From an optimization exercise on the open Yosys and OpenROAD flow, aimed at small area and a short achievable clock period; shortcuts taken in it are not production practice.
At most, simulation tests tie the RTL to the original design; equivalence was not proved.
Power figures rest on the tool's default switching activity, not on a simulated workload.

==> try-onyx: inputs <==
==> flow/design.v <==
module albert_fifo #(
    parameter CAP = 16,
    parameter CW  = 5,
    parameter PW  = 4
) (
    input               clk,
    input               rst,
    input               clear,
    input               push,
    input      [7:0]    din,
    input               pop,
    output reg [7:0]    head,        
    output reg [CW-1:0] count
);
    reg [7:0] mem [0:CAP-1];
    integer i;
    always @(posedge clk) begin
        if (push) begin
            mem[0] <= din;
            for (i = 1; i < CAP; i = i + 1)
                mem[i] <= mem[i-1];
        end
    end
    always @(*) begin
        head = 8'h00;
        for (i = 0; i < CAP; i = i + 1)
            if (count[PW-1:0] == ((i + 1) % (1 << PW)))
                head = head | mem[i];
    end
    wire [CW-1:0] count_inc = count + 1'b1;
    wire [CW-1:0] count_dec = count - 1'b1;
    always @(posedge clk) begin
        if (rst || clear)
            count <= {CW{1'b0}};
        else if (push != pop)
            count <= push ? count_inc : count_dec;
    end
endmodule
module albert_rx_ring (
    input            clk,
    input            rst,
    input            clear,
    input            push,
    input      [7:0] din,
    input            pop,
    output     [7:0] head,        
    output reg [4:0] count
);
    reg [7:0] ring [0:15];
    reg [7:0] pend;
    reg       pending;
    reg [3:0] head_pos;
    wire place = pending && (head_pos + count[3:0] == 4'd0);
    integer i;
    always @(posedge clk) begin
        ring[0] <= place ? pend : ring[15];
        for (i = 1; i < 16; i = i + 1)
            ring[i] <= ring[i-1];
        if (push)
            pend <= din;
    end
    assign head = (pending && count == 5'd1) ? pend : ring[head_pos];
    wire [4:0] count_inc = count + 1'b1;
    wire [4:0] count_dec = count - 1'b1;
    always @(posedge clk) begin
        if (rst || clear) begin
            count    <= 5'd0;
            pending  <= 1'b0;
            head_pos <= 4'd0;
        end else begin
            if (push != pop)
                count <= push ? count_inc : count_dec;
            pending  <= push || (pending && !place && !(pop && count == 5'd1));
            head_pos <= head_pos + 1'b1 + pop;
        end
    end
endmodule
module albert_serial (
    input             clk,
    input             rst,
    input             soft_rst,
    input             host_valid,
    input      [7:0]  host_data,
    output            host_ready,
    output reg        tx_valid,
    output reg [7:0]  tx_data,
    output reg        rx_overrun,
    input      [3:0]  sub,
    input             data_rd,       
    input             data_wr,       
    input      [7:0]  wdata,
    output reg [7:0]  rdata,         
    output            rd_empty,      
    output            wr_full,       
    output            rx_half_full,
    output            rx_quarter_full
);
    localparam [10:0] LFSR_1199 = 11'd1103;
    function [10:0] lfsr_step(input [10:0] s);
        lfsr_step = {s[9:0], ~(s[10] ^ s[8])};
    endfunction
    wire tick = !soft_rst;
    wire [3:0] ig_count;
    wire [7:0] ig_mem_head;
    reg        ig_full;
    wire       ig_empty = (ig_count == 4'd0);
    wire       ig_push  = host_valid && !ig_full;
    wire       ig_pop;
    wire [7:0] ig_head  = ig_empty ? host_data : ig_mem_head;
    assign host_ready = !(rst || ig_full);
    always @(posedge clk) begin
        if (rst)
            ig_full <= 1'b0;
        else if (ig_push != ig_pop)
            ig_full <= ig_push && (ig_count == 4'd9);
    end
    albert_fifo #(.CAP(10), .CW(4), .PW(4)) u_ingress (
        .clk(clk), .rst(rst), .clear(1'b0),
        .push(ig_push), .din(host_data),
        .pop(ig_pop), .head(ig_mem_head), .count(ig_count)
    );
    reg  [10:0] rx_wait;
    wire        rx_due = (rx_wait == LFSR_1199);
    assign ig_pop = tick && rx_due && (!ig_empty || host_valid);
    wire [4:0] rx_count;
    wire [7:0] rx_mem_head;
    wire       rx_empty = (rx_count == 5'd0);
    wire       rx_full  = rx_count[4];
    wire       rx_take  = rx_due && !rx_full && (!ig_empty || host_valid);
    wire       rx_push  = tick && rx_take;
    wire [4:0] rx_mid   = rx_take ? rx_count + 1'b1 : rx_count;
    wire       rx_mid_empty = rx_empty && !rx_take;
    wire       rx_mid_full  = rx_full || (rx_count == 5'd15 && rx_take);
    wire       rx_pop   = data_rd && !rx_mid_empty;
    wire [7:0] rx_out   = rx_empty ? ig_head : rx_mem_head;
    always @(posedge clk) begin
        if (rst) begin
            rx_wait    <= 11'd0;
            rx_overrun <= 1'b0;
        end else begin
            rx_overrun <= ig_pop && rx_full;
            if (ig_pop)
                rx_wait <= 11'd0;
            else if (tick && !rx_due)
                rx_wait <= lfsr_step(rx_wait);
        end
    end
    albert_rx_ring u_rx (
        .clk(clk), .rst(rst), .clear(soft_rst),
        .push(rx_push), .din(ig_head),
        .pop(rx_pop), .head(rx_mem_head), .count(rx_count)
    );
    reg         transmitting;
    reg  [10:0] tx_wait;
    wire [4:0]  tx_count;
    wire [7:0]  tx_head;
    wire        tx_last = (tx_wait == LFSR_1199);
    wire        tx_pop  = tick && !transmitting && (tx_count != 5'd0);
    wire        tx_popped   = !transmitting && (tx_count != 5'd0);
    wire [4:0]  tx_mid      = tx_popped ? tx_count - 1'b1 : tx_count;
    wire        tx_mid_full = tx_count[4] && transmitting;
    wire        tx_mid_empty = (tx_count == 5'd0) || (tx_count == 5'd1 && !transmitting);
    wire        tx_mid_low   = !tx_count[4] && (!tx_count[3] || (tx_count[2:0] == 3'd0 && !transmitting));
    wire        tx_push = data_wr && !tx_mid_full;
    always @(posedge clk) begin
        if (rst) begin
            transmitting <= 1'b0;
            tx_valid     <= 1'b0;
        end else begin
            tx_valid <= tick && transmitting && tx_last;
            if (soft_rst)
                transmitting <= 1'b0;
            else if (transmitting)
                transmitting <= !tx_last;
            else if (tx_count != 5'd0)
                transmitting <= 1'b1;
        end
    end
    always @(posedge clk) begin
        tx_wait <= transmitting ? lfsr_step(tx_wait) : 11'd0;
        if (tx_pop)
            tx_data <= tx_head;
    end
    albert_fifo #(.CAP(16), .CW(5), .PW(4)) u_tx (
        .clk(clk), .rst(rst), .clear(soft_rst),
        .push(tx_push), .din(wdata),
        .pop(tx_pop), .head(tx_head), .count(tx_count)
    );
    assign rd_empty = rx_mid_empty;
    assign wr_full  = tx_mid_full;
    assign rx_half_full    = (rx_mid >= 5'd8);
    assign rx_quarter_full = (rx_mid >= 5'd4);
    always @(*) begin
        case (sub)
            4'h0:    rdata = rx_mid_empty ? 8'h00 : rx_out;
            4'h1:    rdata = {6'd0, !rx_mid_empty, !tx_mid_full};
            4'h2:    rdata = {7'd0, tx_mid_empty};
            4'h3:    rdata = {7'd0, tx_mid_low};
            4'h4:    rdata = {7'd0, tx_mid_full};
            4'h5:    rdata = {7'd0, tx_mid_full};
            4'h6:    rdata = {7'd0, rx_mid_empty};
            4'h7:    rdata = {7'd0, rx_half_full};
            4'h8:    rdata = {7'd0, rx_quarter_full};
            4'h9:    rdata = {7'd0, rx_mid_full};
            4'hE:    rdata = {3'd0, rx_mid};
            4'hF:    rdata = {3'd0, tx_mid};
            default: rdata = 8'h00;
        endcase
    end
endmodule
module albert_counter (
    input             clk,
    input             rst,
    input             tick,
    output     [15:0] value_now,    
    output            is_zero       
);
    reg [2:0]  pre;
    reg [15:0] ahead;
    assign value_now = ahead;
    assign is_zero   = (ahead == 16'h0000);
    always @(posedge clk) begin
        if (rst) begin
            pre   <= 3'd0;
            ahead <= 16'h0000;
        end else if (tick) begin
            pre <= pre + 1'b1;
            if (pre == 3'd6)
                ahead <= ahead + 1'b1;
        end
    end
endmodule
module albert_ic (
    input             clk,
    input             rst,
    input             tick,
    input      [15:0] src,           
    input             wr_mask,
    input             wr_clear,
    input      [15:0] wdata,
    output     [15:0] status_now,    
    output reg [15:0] mask,
    output            irq
);
    reg [15:0] status;
    assign status_now = tick ? (status | (mask & src)) : status;
    assign irq        = (status != 16'h0000);
    always @(posedge clk) begin
        if (rst) begin
            status <= 16'h0000;
            mask   <= 16'h0000;
        end else begin
            status <= wr_clear ? (status_now & ~wdata) : status_now;
            if (wr_mask)
                mask <= wdata;
        end
    end
endmodule
module albert_periph (
    input             clk,
    input             rst,
    input             soft_rst,
    input             bus_req,
    input             bus_we,
    input      [19:0] bus_addr,
    input      [15:0] bus_wdata,
    output reg [15:0] bus_rdata,
    output reg        bus_fault,
    output reg        bus_warn,
    input      [2:0]  host_valid,
    input      [23:0] host_data,
    output     [2:0]  host_ready,
    output     [2:0]  tx_valid,
    output     [23:0] tx_data,
    output     [2:0]  rx_overrun,
    input      [7:0]  ext_src,
    output            irq
);
    wire tick = !soft_rst;
    wire [3:0] slot = bus_addr[7:4];
    wire [3:0] sub  = bus_addr[3:0];
    wire       hit  = bus_req && (bus_addr[19:8] == 12'h0F0);
    wire       mmio = hit && tick && (slot <= 4'd13);
    wire       sel_ic  = mmio && (slot == 4'd1);
    wire       sel_cnt = mmio && (slot == 4'd4);
    wire       sel_unm = mmio && (slot >= 4'd5);
    wire [2:0] sel_ser = {mmio && (slot == 4'd3), mmio && (slot == 4'd2), mmio && (slot == 4'd0)};
    wire [2:0] hit_ser = {hit && (slot == 4'd3), hit && (slot == 4'd2), hit && (slot == 4'd0)};
    wire [15:0] cnt_value;
    wire        cnt_zero;
    albert_counter u_cnt (
        .clk(clk), .rst(rst), .tick(tick),
        .value_now(cnt_value), .is_zero(cnt_zero)
    );
    wire [7:0] ser_rdata [0:2];
    wire [2:0] ser_rd_empty, ser_wr_full, ser_half, ser_quarter;
    genvar g;
    generate
        for (g = 0; g < 3; g = g + 1) begin : ser
            albert_serial u_ser (
                .clk(clk), .rst(rst), .soft_rst(soft_rst),
                .host_valid(host_valid[g]), .host_data(host_data[8*g +: 8]),
                .host_ready(host_ready[g]),
                .tx_valid(tx_valid[g]), .tx_data(tx_data[8*g +: 8]),
                .rx_overrun(rx_overrun[g]),
                .sub(sub),
                .data_rd(hit_ser[g] && !bus_we && (sub == 4'h0)),
                .data_wr(hit_ser[g] && bus_we && (sub == 4'h0)),
                .wdata(bus_wdata[7:0]),
                .rdata(ser_rdata[g]),
                .rd_empty(ser_rd_empty[g]), .wr_full(ser_wr_full[g]),
                .rx_half_full(ser_half[g]), .rx_quarter_full(ser_quarter[g])
            );
        end
    endgenerate
    wire [15:0] ic_src = {ext_src,
                          ser_quarter[2], ser_half[2],
                          ser_quarter[1], ser_half[1],
                          ser_quarter[0], ser_half[0],
                          cnt_zero, 1'b0};
    wire [15:0] ic_status, ic_mask;
    albert_ic u_ic (
        .clk(clk), .rst(rst), .tick(tick), .src(ic_src),
        .wr_mask(sel_ic && bus_we && (sub == 4'h1)),
        .wr_clear(sel_ic && bus_we && (sub == 4'h2)),
        .wdata(bus_wdata),
        .status_now(ic_status), .mask(ic_mask), .irq(irq)
    );
    reg [15:0] rdata;
    always @(*) begin
        case (slot[2:0])
            3'd0:    rdata = {8'h00, ser_rdata[0]};
            3'd1:    rdata = sub[0] ? ic_mask : ic_status;
            3'd2:    rdata = {8'h00, ser_rdata[1]};
            3'd3:    rdata = {8'h00, ser_rdata[2]};
            default: rdata = cnt_value;
        endcase
    end
    wire fault = sel_unm || (sel_cnt && bus_we) || (sel_ic && bus_we && (sub > 4'h2));
    wire warn  = |(sel_ser & (bus_we ? ((sub != 4'h0) ? 3'b111 : ser_wr_full)
                                     : ((sub == 4'h0) ? ser_rd_empty : 3'b000)));
    always @(posedge clk) begin
        bus_rdata <= rdata;
        if (rst) begin
            bus_fault <= 1'b0;
            bus_warn  <= 1'b0;
        end else begin
            bus_fault <= fault;
            bus_warn  <= warn;
        end
    end
endmodule
==> flow/flow/run.sh <==
#!/bin/bash
# The standard layout (standard.sh, standard synthesis unchanged) with two
# changes to how the layout is made:
#  - the port buffers are sky130_fd_sc_hd__buf_1 instead of the default
#    delay buffer; every port still gets its own buffer.
# ORFS writes each step's full log under orfs/logs/; this script's own
# output goes to run.log.
set -euo pipefail
cd "$(dirname "$0")/.."
bash standard.sh SETUP_SLACK_MARGIN=5.6 "BUFFER_PORTS_ARGS=-buffer_cell sky130_fd_sc_hd__buf_1" finish > run.log 2>&1
==> flow/standard.sh <==
#!/bin/bash
# synth_recipe.tcl (not shown) runs the flow's synth.tcl, then flattens the netlist and writes it again
# the make line also repeats each setting of config.mk as NAME=value (left out here)
make -C /OpenROAD-flow-scripts/flow DESIGN_CONFIG=/design/flow/config.mk WORK_HOME=/design/flow/orfs CLKGATE_MAP_FILE= SYNTH_SCRIPT=/design/flow/synth_recipe.tcl "${@:-finish}"
==> flow/config.mk <==
export PLATFORM = sky130hd
export DESIGN_NAME = albert_periph
export DESIGN_NICKNAME = albert_periph
export VERILOG_FILES = /design/flow/design.v
export SDC_FILE = /design/flow/constraint.sdc
export NUM_CORES = 4
export LEC_CHECK = 0
export ABC_AREA = 1
export CAP_MARGIN = 20
export CORE_MARGIN = 2
export CORE_UTILIZATION = 65
export CTS_CLUSTER_DIAMETER = 70
export CTS_CLUSTER_SIZE = 30
export SLEW_MARGIN = 20
==> flow/constraint.sdc <==
create_clock -name core_clock -period 10.0 [get_ports {clk}]
set_input_delay 2.0000 -clock core_clock [delete_from_list [all_inputs] [get_ports {clk}]]
set_output_delay 2.0000 -clock core_clock [all_outputs]
set_load 0.01 [all_outputs]
==> try-zinc: changes against try-onyx <==
--- a/flow/design.v
+++ b/flow/design.v
@@ -29,4 +29,2 @@
     end
-    wire [CW-1:0] count_inc = count + 1'b1;
-    wire [CW-1:0] count_dec = count - 1'b1;
     always @(posedge clk) begin
@@ -34,43 +32,6 @@
             count <= {CW{1'b0}};
-        else if (push != pop)
-            count <= push ? count_inc : count_dec;
-    end
-endmodule
-module albert_rx_ring (
-    input            clk,
-    input            rst,
-    input            clear,
-    input            push,
-    input      [7:0] din,
-    input            pop,
-    output     [7:0] head,        
-    output reg [4:0] count
-);
-    reg [7:0] ring [0:15];
-    reg [7:0] pend;
-    reg       pending;
-    reg [3:0] head_pos;
-    wire place = pending && (head_pos + count[3:0] == 4'd0);
-    integer i;
-    always @(posedge clk) begin
-        ring[0] <= place ? pend : ring[15];
-        for (i = 1; i < 16; i = i + 1)
-            ring[i] <= ring[i-1];
-        if (push)
-            pend <= din;
-    end
-    assign head = (pending && count == 5'd1) ? pend : ring[head_pos];
-    wire [4:0] count_inc = count + 1'b1;
-    wire [4:0] count_dec = count - 1'b1;
-    always @(posedge clk) begin
-        if (rst || clear) begin
-            count    <= 5'd0;
-            pending  <= 1'b0;
-            head_pos <= 4'd0;
-        end else begin
-            if (push != pop)
-                count <= push ? count_inc : count_dec;
-            pending  <= push || (pending && !place && !(pop && count == 5'd1));
-            head_pos <= head_pos + 1'b1 + pop;
-        end
+        else if (push && !pop)
+            count <= count + 1'b1;
+        else if (pop && !push)
+            count <= count - 1'b1;
     end
@@ -104,3 +65,3 @@
     wire [7:0] ig_mem_head;
-    reg        ig_full;
+    wire       ig_full  = (ig_count == 4'd10);
     wire       ig_empty = (ig_count == 4'd0);
@@ -109,9 +70,3 @@
     wire [7:0] ig_head  = ig_empty ? host_data : ig_mem_head;
-    assign host_ready = !(rst || ig_full);
-    always @(posedge clk) begin
-        if (rst)
-            ig_full <= 1'b0;
-        else if (ig_push != ig_pop)
-            ig_full <= ig_push && (ig_count == 4'd9);
-    end
+    assign host_ready = !rst && !ig_full;
     albert_fifo #(.CAP(10), .CW(4), .PW(4)) u_ingress (
@@ -127,8 +82,6 @@
     wire       rx_empty = (rx_count == 5'd0);
-    wire       rx_full  = rx_count[4];
-    wire       rx_take  = rx_due && !rx_full && (!ig_empty || host_valid);
-    wire       rx_push  = tick && rx_take;
-    wire [4:0] rx_mid   = rx_take ? rx_count + 1'b1 : rx_count;
-    wire       rx_mid_empty = rx_empty && !rx_take;
-    wire       rx_mid_full  = rx_full || (rx_count == 5'd15 && rx_take);
+    wire       rx_full  = (rx_count == 5'd16);
+    wire       rx_push  = ig_pop && !rx_full;
+    wire [4:0] rx_mid   = rx_count + rx_push;
+    wire       rx_mid_empty = rx_empty && !rx_push;
     wire       rx_pop   = data_rd && !rx_mid_empty;
@@ -147,3 +100,3 @@
     end
-    albert_rx_ring u_rx (
+    albert_fifo #(.CAP(16), .CW(5), .PW(4)) u_rx (
         .clk(clk), .rst(rst), .clear(soft_rst),
@@ -158,7 +111,4 @@
     wire        tx_pop  = tick && !transmitting && (tx_count != 5'd0);
-    wire        tx_popped   = !transmitting && (tx_count != 5'd0);
-    wire [4:0]  tx_mid      = tx_popped ? tx_count - 1'b1 : tx_count;
-    wire        tx_mid_full = tx_count[4] && transmitting;
-    wire        tx_mid_empty = (tx_count == 5'd0) || (tx_count == 5'd1 && !transmitting);
-    wire        tx_mid_low   = !tx_count[4] && (!tx_count[3] || (tx_count[2:0] == 3'd0 && !transmitting));
+    wire [4:0]  tx_mid  = tx_count - tx_pop;
+    wire        tx_mid_full = (tx_count == 5'd16) && !tx_pop;
     wire        tx_push = data_wr && !tx_mid_full;
@@ -196,4 +146,4 @@
             4'h1:    rdata = {6'd0, !rx_mid_empty, !tx_mid_full};
-            4'h2:    rdata = {7'd0, tx_mid_empty};
-            4'h3:    rdata = {7'd0, tx_mid_low};
+            4'h2:    rdata = {7'd0, tx_mid == 5'd0};
+            4'h3:    rdata = {7'd0, tx_mid < 5'd8};
             4'h4:    rdata = {7'd0, tx_mid_full};
@@ -203,3 +153,3 @@
             4'h8:    rdata = {7'd0, rx_quarter_full};
-            4'h9:    rdata = {7'd0, rx_mid_full};
+            4'h9:    rdata = {7'd0, rx_mid == 5'd16};
             4'hE:    rdata = {3'd0, rx_mid};
@@ -218,5 +168,7 @@
     reg [2:0]  pre;
-    reg [15:0] ahead;
-    assign value_now = ahead;
-    assign is_zero   = (ahead == 16'h0000);
+    reg [15:0] value;
+    wire        step       = tick && (pre == 3'd7);
+    wire [15:0] value_inc  = value + 1'b1;
+    assign value_now = step ? value_inc : value;
+    assign is_zero   = (value_now == 16'h0000);
     always @(posedge clk) begin
@@ -224,7 +176,6 @@
             pre   <= 3'd0;
-            ahead <= 16'h0000;
+            value <= 16'h0000;
         end else if (tick) begin
-            pre <= pre + 1'b1;
-            if (pre == 3'd6)
-                ahead <= ahead + 1'b1;
+            pre   <= pre + 1'b1;
+            value <= value_now;
         end
@@ -281,4 +232,3 @@
     wire [3:0] sub  = bus_addr[3:0];
-    wire       hit  = bus_req && (bus_addr[19:8] == 12'h0F0);
-    wire       mmio = hit && tick && (slot <= 4'd13);
+    wire       mmio = bus_req && !soft_rst && (bus_addr[19:8] == 12'h0F0) && (slot <= 4'd13);
     wire       sel_ic  = mmio && (slot == 4'd1);
@@ -287,3 +237,2 @@
     wire [2:0] sel_ser = {mmio && (slot == 4'd3), mmio && (slot == 4'd2), mmio && (slot == 4'd0)};
-    wire [2:0] hit_ser = {hit && (slot == 4'd3), hit && (slot == 4'd2), hit && (slot == 4'd0)};
     wire [15:0] cnt_value;
@@ -306,4 +255,4 @@
                 .sub(sub),
-                .data_rd(hit_ser[g] && !bus_we && (sub == 4'h0)),
-                .data_wr(hit_ser[g] && bus_we && (sub == 4'h0)),
+                .data_rd(sel_ser[g] && !bus_we && (sub == 4'h0)),
+                .data_wr(sel_ser[g] && bus_we && (sub == 4'h0)),
                 .wdata(bus_wdata[7:0]),
==> flow/run.sh (new file) <==
#!/bin/bash
# synth_recipe.tcl (not shown) runs the flow's synth.tcl, then flattens the netlist and writes it again
# the make line also repeats each setting of config.mk as NAME=value (left out here)
make -C /OpenROAD-flow-scripts/flow DESIGN_CONFIG=/design/flow/config.mk WORK_HOME=/design/flow/orfs CLKGATE_MAP_FILE= SYNTH_SCRIPT=/design/flow/synth_recipe.tcl finish
- CORE_UTILIZATION: 65 -> 40
- CTS_CLUSTER_DIAMETER: 70 -> default
- CTS_CLUSTER_SIZE: 30 -> default
- SETUP_SLACK_MARGIN: default -> 4.5
removed: flow/flow/run.sh
removed: flow/standard.sh
==> run summary <==
Result of the run: try-onyx no timing/DRC/antenna violations; try-zinc no timing/DRC/antenna violations
Worst path bufs/invs: try-onyx 3; try-zinc 6
Initial antenna violation count: try-onyx 9; try-zinc 4
Period utilisation layout: try-onyx 44.8%; try-zinc 54.6%
Peak supply drop: try-onyx 0.000197 V; try-zinc 0.000159 V
Site Rows: try-onyx 100; try-zinc 129
Non-filler cells in the finished layout: try-onyx 5898; try-zinc 6195
Share of total power in the clock network: try-onyx 31.6%; try-zinc 44.7%
Met1 usage in global routing: try-onyx 44.0%; try-zinc 26.6%
Via-per-instance ratio: try-onyx 5.76; try-zinc 5.21
Final Skew: try-onyx 0.0346 ns; try-zinc 0.0277 ns
Seq_cells: try-onyx 1260; try-zinc 1218
DR WL met2: try-onyx 51000 um; try-zinc 52000 um
Stages on the worst setup path: try-onyx 4; try-zinc 7
Fraction of synthesized area in multiplexers: try-onyx 0.389%; try-zinc 0%
Simple-gate area share of the yosys netlist: try-onyx 19.8%; try-zinc 16.3%
Final critical path time including I/O delays and setup: try-onyx 4.48 ns; try-zinc 5.46 ns
No functional check of the RTL was part of try-zinc.

[static timing again, ports no longer ideal]
How much do the figures lean on ideal ports? The routed layouts below were timed once more, with nothing changed but the port constraints. Step 1 sets driving cells, clkbuf_16 on the clock port and buf_2 on the other inputs (assumed; they add their load-dependent delay and slew). Step 2 adds t to the input delays and takes it off the output delays; t is the mean of the earliest and latest rising clock arrival at the registers after step 1. Input paths then give back, and output paths get back, about the clock's delay inside the block. Slacks: ideal / step 1 / step 2; pairs: ideal / step 1.
run | shift t [ns] | setup WS [ns] | hold slack, ns | worst register clock-pin slew, ns | worst slew at a driven data input, ns
try-onyx | 0.716 | 5.523 / 5.425 / 5.117 | 0.340 / 0.340 / 0.340 | 0.11 / 0.11 | 0.14
try-zinc | 0.814 | 4.539 / 4.520 / 4.014 | 0.428 / 0.428 / 0.428 | 0.06 / 0.06 | 0.19
After both steps setup and hold are still met in every run listed. The setup slack of try-zinc, which loses most, moves by -0.019 ns with the drivers and by -0.525 ns with both steps.
